Background: an optimization exercise with open tools, aiming at small area. Do not read the settings as production practice. Function was checked by simulation only, so behaviour that the tests miss may differ from the original. Power is estimated from default activity; no workload was simulated.

Design tr1_demod, start of the top module:
module tr1_demod (
    input  wire               clk,
    input  wire               rst,         
    input  wire               start,       
    input  wire [1:0]         car,         
    input  wire [1:0]         lc,          
    input  wire               in_valid,
    input  wire signed [11:0] in_sample,
    input  wire               finish,      
    output wire               lv_valid,
    output wire [1:0]         lv_count,    
    output reg  [5:0]         lv_data,     
    output wire               done,
    output wire [7:0]         status       
);
For scale: ~2400 cells after synthesis, about 39 I/O pins, ~23000 um^2 of cells after synthesis.
==> flow/config.mk <==
export PLATFORM = sky130hd
export DESIGN_NAME = tr1_demod
export DESIGN_NICKNAME = tr1_demod
export VERILOG_FILES = /design/flow/design.v
export SDC_FILE = /design/flow/constraint.sdc
export NUM_CORES = 4
export LEC_CHECK = 0
export CAP_MARGIN = 20
export CORE_MARGIN = 2
export CORE_UTILIZATION = 40
export CTS_BUF_LIST = sky130_fd_sc_hd__clkbuf_8
export CTS_CLUSTER_DIAMETER = 60
export CTS_CLUSTER_SIZE = 18
export SLEW_MARGIN = 20
==> flow/constraint.sdc <==
create_clock -name core_clock -period 16.0 [get_ports {clk}]
set_input_delay 3.2000 -clock core_clock [delete_from_list [all_inputs] [get_ports {clk}]]
set_output_delay 3.2000 -clock core_clock [all_outputs]
set_load 0.01 [all_outputs]
standard.sh (not shown) runs the stock make flow with config.mk's settings and CLKGATE_MAP_FILE= SYNTH_SCRIPT=/design/flow/synth_recipe.tcl, a recipe that flattens the netlist after the stock synthesis.
==> flow/flow/run.sh <==
#!/bin/bash
# Layout flow:
#  1. the standard synthesis (standard.sh), unchanged;
#  2. flow/polarity.py: each full adder of the netlist is used as is or with
#     all pins complemented (a full adder is self-dual), to need the fewest
#     inverters next to full adders, half adders and flip-flops;
#  3. Yosys/ABC re-map the plain logic gates (flow/remap.abc, area mapping);
#     flip-flops, full and half adders and tie cells stay as they are, so
#     every register keeps its name and cell;
#  4. the standard layout from that netlist, with buf_1 port buffers and
#     a clock tree of clkbuf_8 without dummy loads.
# Each tool's output goes to a log file of its own in this folder.
set -euo pipefail
W=$(pwd)
R=$W/orfs/results/sky130hd/tr1_demod/base
LIB=$FLOW_HOME/platforms/sky130hd/lib/sky130_fd_sc_hd__tt_025C_1v80.lib
CTS="-sink_clustering_enable -repair_clock_nets -sink_clustering_size 18 -sink_clustering_max_diameter 60 -buf_list sky130_fd_sc_hd__clkbuf_8 -dont_use_dummy_load"
PORTS="-buffer_cell sky130_fd_sc_hd__buf_1"

bash standard.sh "$R/1_2_yosys.v" > synth.log 2>&1
cp "$R/1_2_yosys.v" "$R/1_2_yosys.std.v"

python3 flow/polarity.py "$R/1_2_yosys.std.v" "$R/1_2_yosys.pol.v" 20 --free-logic > polarity.log 2>&1

DU=$(sed 's/^/-dont_use /' flow/dont_use.txt | tr '\n' ' ')
printf 'set_driving_cell sky130_fd_sc_hd__buf_1\nset_load 5\n' > abc.constr
# functional models of the plain logic cells, for Yosys to flatten
cat > models.ys <<EOY
read_liberty -ignore_miss_func $LIB
delete sky130_fd_sc_hd__fa_* sky130_fd_sc_hd__ha_* sky130_fd_sc_hd__*df* sky130_fd_sc_hd__conb_1 sky130_fd_sc_hd__dl* sky130_fd_sc_hd__*lpflow* sky130_fd_sc_hd__e* sky130_fd_sc_hd__decap* sky130_fd_sc_hd__diode* sky130_fd_sc_hd__probe* sky130_fd_sc_hd__macro* sky130_fd_sc_hd__sdf* sky130_fd_sc_hd__fah* sky130_fd_sc_hd__maj3*
write_verilog -noattr $W/models.v
EOY
yosys -l models.log models.ys > /dev/null 2>&1

cat > remap.ys <<EOY
read_liberty -lib $LIB
read_verilog -overwrite $W/models.v
read_verilog $R/1_2_yosys.pol.v
hierarchy -check -top $FLOW_TOP
flatten -noscopeinfo
simplemap
opt -fast
opt_clean -purge
abc -script $W/flow/remap.abc -liberty $LIB $DU -constr $W/abc.constr -D $FLOW_PERIOD_NS
opt_clean -purge
setundef -zero
hilomap -singleton -hicell sky130_fd_sc_hd__conb_1 HI -locell sky130_fd_sc_hd__conb_1 LO
splitnets
opt_clean -purge
insbuf -buf sky130_fd_sc_hd__buf_4 A X
stat -liberty $LIB
write_verilog -noattr -nohex -nodec $R/1_2_yosys.remap.v
EOY
yosys -l remap.log remap.ys > /dev/null 2>&1

cp "$R/1_2_yosys.remap.v" "$R/1_2_yosys.v"
touch "$R/1_2_yosys.v"
bash standard.sh "CTS_ARGS=$CTS" "BUFFER_PORTS_ARGS=$PORTS" finish > layout.log 2>&1
Other scripts of this flow, unchanged in this note and not shown: flow/flow/dont_use.txt, flow/flow/polarity.py, flow/flow/remap.abc
The first run produced a clean layout.
Next try:
Settings changed: CAP_MARGIN 20 to 10, GPL_TIMING_DRIVEN set to 0, SLEW_MARGIN 20 to 10.
What happened: Fmax goes down by 5.1%. Cell count is lower by 1.7%. Setup slack is worse by 790 ps. Routed wire length is lower by 6.7%. Power is lower by 2.9%. Non-clock buffer count went down by 51. Die area is unchanged. Final area goes down by 0.54%. Critical path depth came out lower by 1. Register-to-register slack gets worse by 1100 ps.


tr1_demod, a different RTL version from the one above (not shown whole).
For scale: about 280 flip-flops, about 39 I/O pins, about 0.026 mm2 of cells after synthesis.
==> flow/config.mk <==
export PLATFORM = sky130hd
export DESIGN_NAME = tr1_demod
export DESIGN_NICKNAME = tr1_demod
export VERILOG_FILES = /design/flow/design.v
export SDC_FILE = /design/flow/constraint.sdc
export NUM_CORES = 4
export LEC_CHECK = 0
export CAP_MARGIN = 20
export CORE_MARGIN = 2
export CORE_UTILIZATION = 40
export CTS_BUF_LIST = sky130_fd_sc_hd__clkbuf_16
export CTS_CLUSTER_DIAMETER = 80
export CTS_CLUSTER_SIZE = 25
export SLEW_MARGIN = 20
==> flow/constraint.sdc <==
create_clock -name core_clock -period 16.0 [get_ports {clk}]
set_input_delay 3.2000 -clock core_clock [delete_from_list [all_inputs] [get_ports {clk}]]
set_output_delay 3.2000 -clock core_clock [all_outputs]
set_load 0.01 [all_outputs]
run.sh (not shown) runs the stock make flow with config.mk's settings and CLKGATE_MAP_FILE= SYNTH_SCRIPT=/design/flow/synth_recipe.tcl, a recipe that flattens the netlist after the stock synthesis.
Stock flow here: none of the scripts above is used.
The first run finished with timing, DRC and antenna clean.
Then changed:
CTS_BUF_LIST = default   (was sky130_fd_sc_hd__clkbuf_16)
CTS_CLUSTER_DIAMETER = default   (was 80)
CTS_CLUSTER_SIZE = default   (was 25)
Result:
- sequential power hardly moves
- clock-buffer cell count increases by 17
- sequential share of layout area came out lower by 0.22 points
- via count rose slightly
- hold slack barely changes
Then changed:
CTS_BUF_LIST = sky130_fd_sc_hd__clkbuf_8   (was default)
The new run produced a clean layout.
First-iteration DRC count rose by a little under a tenth.
Fmax rose slightly.
Sequential share of layout area rises by 0.13 points.
Clock skew hardly moves.
Via count went up slightly.
Routed wire length is about the same.
Clock-buffer cell count came out higher by 20.
Critical path depth stays the same.
Then changed:
CTS_CLUSTER_DIAMETER = 60   (was default)
CTS_CLUSTER_SIZE = 18   (was default)
Outcome: Power came out lower by 1.6%. Final area came out lower by 0.89%. Critical path depth is unchanged. Global-route usage came out lower by 0.19 points. Combinational power is about the same. Die area stays the same.
Then changed:
CTS_BUF_LIST = sky130_fd_sc_hd__clkbuf_4   (was sky130_fd_sc_hd__clkbuf_8)
CTS_CLUSTER_DIAMETER = default   (was 60)
CTS_CLUSTER_SIZE = default   (was 18)
After rerunning: Via count goes up slightly; maximum frequency goes up slightly; clock power goes up by about a fifth; clock-buffer cell count goes up by 80; setup slack gets better by 0.094 ns.


the baseline:
tr1_demod, a different RTL version from the one above (not shown whole).
For scale: about 2400 cells after synthesis, about 39 I/O pins.
==> flow/config.mk <==
export PLATFORM = sky130hd
export DESIGN_NAME = tr1_demod
export DESIGN_NICKNAME = tr1_demod
export VERILOG_FILES = /design/flow/design.v
export SDC_FILE = /design/flow/constraint.sdc
export NUM_CORES = 4
export LEC_CHECK = 0
export CAP_MARGIN = 10
export CORE_MARGIN = 2
export CORE_UTILIZATION = 40
export CTS_BUF_LIST = sky130_fd_sc_hd__clkbuf_8
export CTS_CLUSTER_DIAMETER = 60
export CTS_CLUSTER_SIZE = 18
export GPL_TIMING_DRIVEN = 0
export SLEW_MARGIN = 0
==> flow/constraint.sdc <==
create_clock -name core_clock -period 16.0 [get_ports {clk}]
set_input_delay 3.2000 -clock core_clock [delete_from_list [all_inputs] [get_ports {clk}]]
set_output_delay 3.2000 -clock core_clock [all_outputs]
set_load 0.01 [all_outputs]
standard.sh (not shown) runs the stock make flow with config.mk's settings and CLKGATE_MAP_FILE= SYNTH_SCRIPT=/design/flow/synth_recipe.tcl, a recipe that flattens the netlist after the stock synthesis.
==> flow/flow/run.sh <==
#!/bin/bash
# Layout flow:
#  1. the standard synthesis (standard.sh), unchanged;
#  2. flow/polarity.py: each full adder of the netlist is used as is or with
#     all pins complemented (a full adder is self-dual), to need the fewest
#     inverters next to full adders, half adders and flip-flops;
#  3. Yosys/ABC re-map the plain logic gates with each area-mapping script
#     flow/map_*.abc, from both polarity choices (with and without counting
#     inverters next to plain gates), and keep the smallest netlist;
#     flip-flops, full and half adders and tie cells stay as they are, so
#     every register keeps its name and cell;
#  4. the standard layout from that netlist, with buf_1 port buffers and
#     a clock tree of clkbuf_8 without dummy loads.
# Each tool's output goes to a log file of its own in this folder.
set -euo pipefail
W=$(pwd)
R=$W/orfs/results/sky130hd/tr1_demod/base
LIB=$FLOW_HOME/platforms/sky130hd/lib/sky130_fd_sc_hd__tt_025C_1v80.lib
CTS="-sink_clustering_enable -repair_clock_nets -sink_clustering_size 12 -sink_clustering_max_diameter 45 -buf_list sky130_fd_sc_hd__clkbuf_4 -dont_use_dummy_load"
PORTS="-buffer_cell sky130_fd_sc_hd__buf_1"

bash standard.sh "$R/1_2_yosys.v" > synth.log 2>&1
cp "$R/1_2_yosys.v" "$R/1_2_yosys.std.v"

python3 flow/polarity.py "$R/1_2_yosys.std.v" "$R/1_2_yosys.pol_free.v" 20 --free-logic > polarity_free.log 2>&1
python3 flow/polarity.py "$R/1_2_yosys.std.v" "$R/1_2_yosys.pol_fixed.v" 20 > polarity_fixed.log 2>&1

DU=$(sed 's/^/-dont_use /' flow/dont_use.txt | tr '\n' ' ')
printf 'set_driving_cell sky130_fd_sc_hd__buf_1\nset_load 5\n' > abc.constr
# functional models of the plain logic cells, for Yosys to flatten
cat > models.ys <<EOY
read_liberty -ignore_miss_func $LIB
delete sky130_fd_sc_hd__fa_* sky130_fd_sc_hd__ha_* sky130_fd_sc_hd__*df* sky130_fd_sc_hd__conb_1 sky130_fd_sc_hd__dl* sky130_fd_sc_hd__*lpflow* sky130_fd_sc_hd__e* sky130_fd_sc_hd__decap* sky130_fd_sc_hd__diode* sky130_fd_sc_hd__probe* sky130_fd_sc_hd__macro* sky130_fd_sc_hd__sdf* sky130_fd_sc_hd__fah* sky130_fd_sc_hd__maj3*
write_verilog -noattr $W/models.v
EOY
yosys -l models.log models.ys > /dev/null 2>&1

# re-map with each ABC script in flow/map_*.abc, from each polarity choice,
# and keep the smallest netlist
for p in free fixed; do
  for f in flow/map_*.abc; do
    m=$(basename "$f" .abc)
    cat > remap_${p}_${m}.ys <<EOY
read_liberty -lib $LIB
read_verilog -overwrite $W/models.v
read_verilog $R/1_2_yosys.pol_${p}.v
hierarchy -check -top $FLOW_TOP
flatten -noscopeinfo
simplemap
opt -fast
opt_clean -purge
abc -script $W/$f -liberty $LIB $DU -constr $W/abc.constr -D $FLOW_PERIOD_NS
opt_clean -purge
setundef -zero
hilomap -singleton -hicell sky130_fd_sc_hd__conb_1 HI -locell sky130_fd_sc_hd__conb_1 LO
splitnets
opt_clean -purge
insbuf -buf sky130_fd_sc_hd__buf_4 A X
tee -o $W/remap_${p}_${m}.area stat -liberty $LIB
write_verilog -noattr -nohex -nodec $R/1_2_yosys.remap_${p}_${m}.v
EOY
    yosys -l remap_${p}_${m}.log remap_${p}_${m}.ys > /dev/null 2>&1 &
    while [ "$(jobs -r | wc -l)" -ge "${NUM_CORES:-4}" ]; do sleep 1; done
  done
done
wait
best=""
bestarea=""
for a in remap_*.area; do
  v=$(grep "Chip area for module" "$a" | tail -1 | awk '{print $NF}')
  [ -n "$v" ] || continue
  if [ -z "$bestarea" ] || python3 -c "import sys; sys.exit(0 if float('$v') < float('$bestarea') else 1)"; then
    best=${a%.area}; bestarea=$v
  fi
done
echo "best $best $bestarea" > remap_choice.log
cp "$R/1_2_yosys.remap_${best#remap_}.v" "$R/1_2_yosys.remap.v"

cp "$R/1_2_yosys.remap.v" "$R/1_2_yosys.v"
touch "$R/1_2_yosys.v"
bash standard.sh "CTS_ARGS=$CTS" "BUFFER_PORTS_ARGS=$PORTS" finish > layout.log 2>&1
Other scripts of this flow, unchanged in this note and not shown: flow/flow/dont_use.txt, flow/flow/map_a1.abc, flow/flow/map_a3.abc, flow/flow/map_a4.abc, flow/flow/map_a5.abc, flow/flow/map_s4.abc, flow/flow/polarity.py
--- input diff the baseline..the candidate ---
-- flow/flow/run.sh --
<<< the baseline, line 17
R=$W/orfs/results/sky130hd/tr1_demod/base
LIB=$FLOW_HOME/platforms/sky130hd/lib/sky130_fd_sc_hd__tt_025C_1v80.lib
CTS="-sink_clustering_enable -repair_clock_nets -sink_clustering_size 12 -sink_clustering_max_diameter 45 -buf_list sky130_fd_sc_hd__clkbuf_4 -dont_use_dummy_load"
PORTS="-buffer_cell sky130_fd_sc_hd__buf_1"

>>> the candidate, line 17
R=$W/orfs/results/sky130hd/tr1_demod/base
LIB=$FLOW_HOME/platforms/sky130hd/lib/sky130_fd_sc_hd__tt_025C_1v80.lib
CTS="-sink_clustering_enable -repair_clock_nets -sink_clustering_size 10 -sink_clustering_max_diameter 40 -buf_list sky130_fd_sc_hd__clkbuf_4 -dont_use_dummy_load"
PORTS="-buffer_cell sky130_fd_sc_hd__buf_1"

==> run notes <==
Top-level I/O count came out exactly the same in the baseline and the candidate.
Looking at area growth from synthesis to layout, the candidate sits 0.16 points higher than the baseline does.
Re max-capacitance violation count: no difference whatsoever between the baseline and the candidate.
Final cell count essentially unchanged between the baseline and the candidate.

[afterwards: timing with drivers on the ports]
Ports are ideal in the flow. The routed layouts listed here were re-timed in OpenROAD.
Step 1: set_driving_cell puts a clkbuf_16 on clk and a buf_2 on each other input, an assumption about the parent block.
Step 2 adds t to the input delays and takes it off the output delays; t is the mean of the earliest and latest rising clock arrival at the registers after step 1. Input paths then give back, and output paths get back, about the clock's delay inside the block.
Three values: ideal ports, drivers, drivers and shift; two values: the first two.
| run | t (ns) | slack for setup (ns) | hold WS [ns] |
|---|---|---|---|
| the first run of note 1 | 0.643 | 1.294 / 1.322 / 0.679 | 0.372 / 0.372 / 0.372 |
| the second run of note 1 | 0.672 | 0.500 / 0.526 / -0.146 | 0.422 / 0.422 / 0.422 |
| the first run of note 2 | 0.631 | 1.539 / 1.575 / 0.944 | 0.416 / 0.416 / 0.416 |
| the second run of note 2 | 0.617 | 1.535 / 1.569 / 0.953 | 0.413 / 0.413 / 0.413 |
| the third run of note 2 | 0.691 | 1.610 / 1.637 / 0.947 | 0.402 / 0.402 / 0.402 |
| the fourth run of note 2 | 0.742 | 1.693 / 1.721 / 0.980 | 0.414 / 0.413 / 0.413 |
| the fifth run of note 2 | 0.857 | 1.787 / 1.814 / 0.957 | 0.406 / 0.406 / 0.406 |
| the baseline | 0.783 | 0.712 / 0.734 / -0.049 | 0.369 / 0.369 / 0.369 |
| the candidate | 0.806 | 0.758 / 0.782 / -0.024 | 0.417 / 0.417 / 0.417 |
With both steps, setup timing fails in the second run of note 1, the baseline and the candidate, where it was met with ideal ports. For the fifth run of note 2, which loses most, drivers alone change the setup slack by +0.027 ns; drivers and shift together by -0.830 ns.
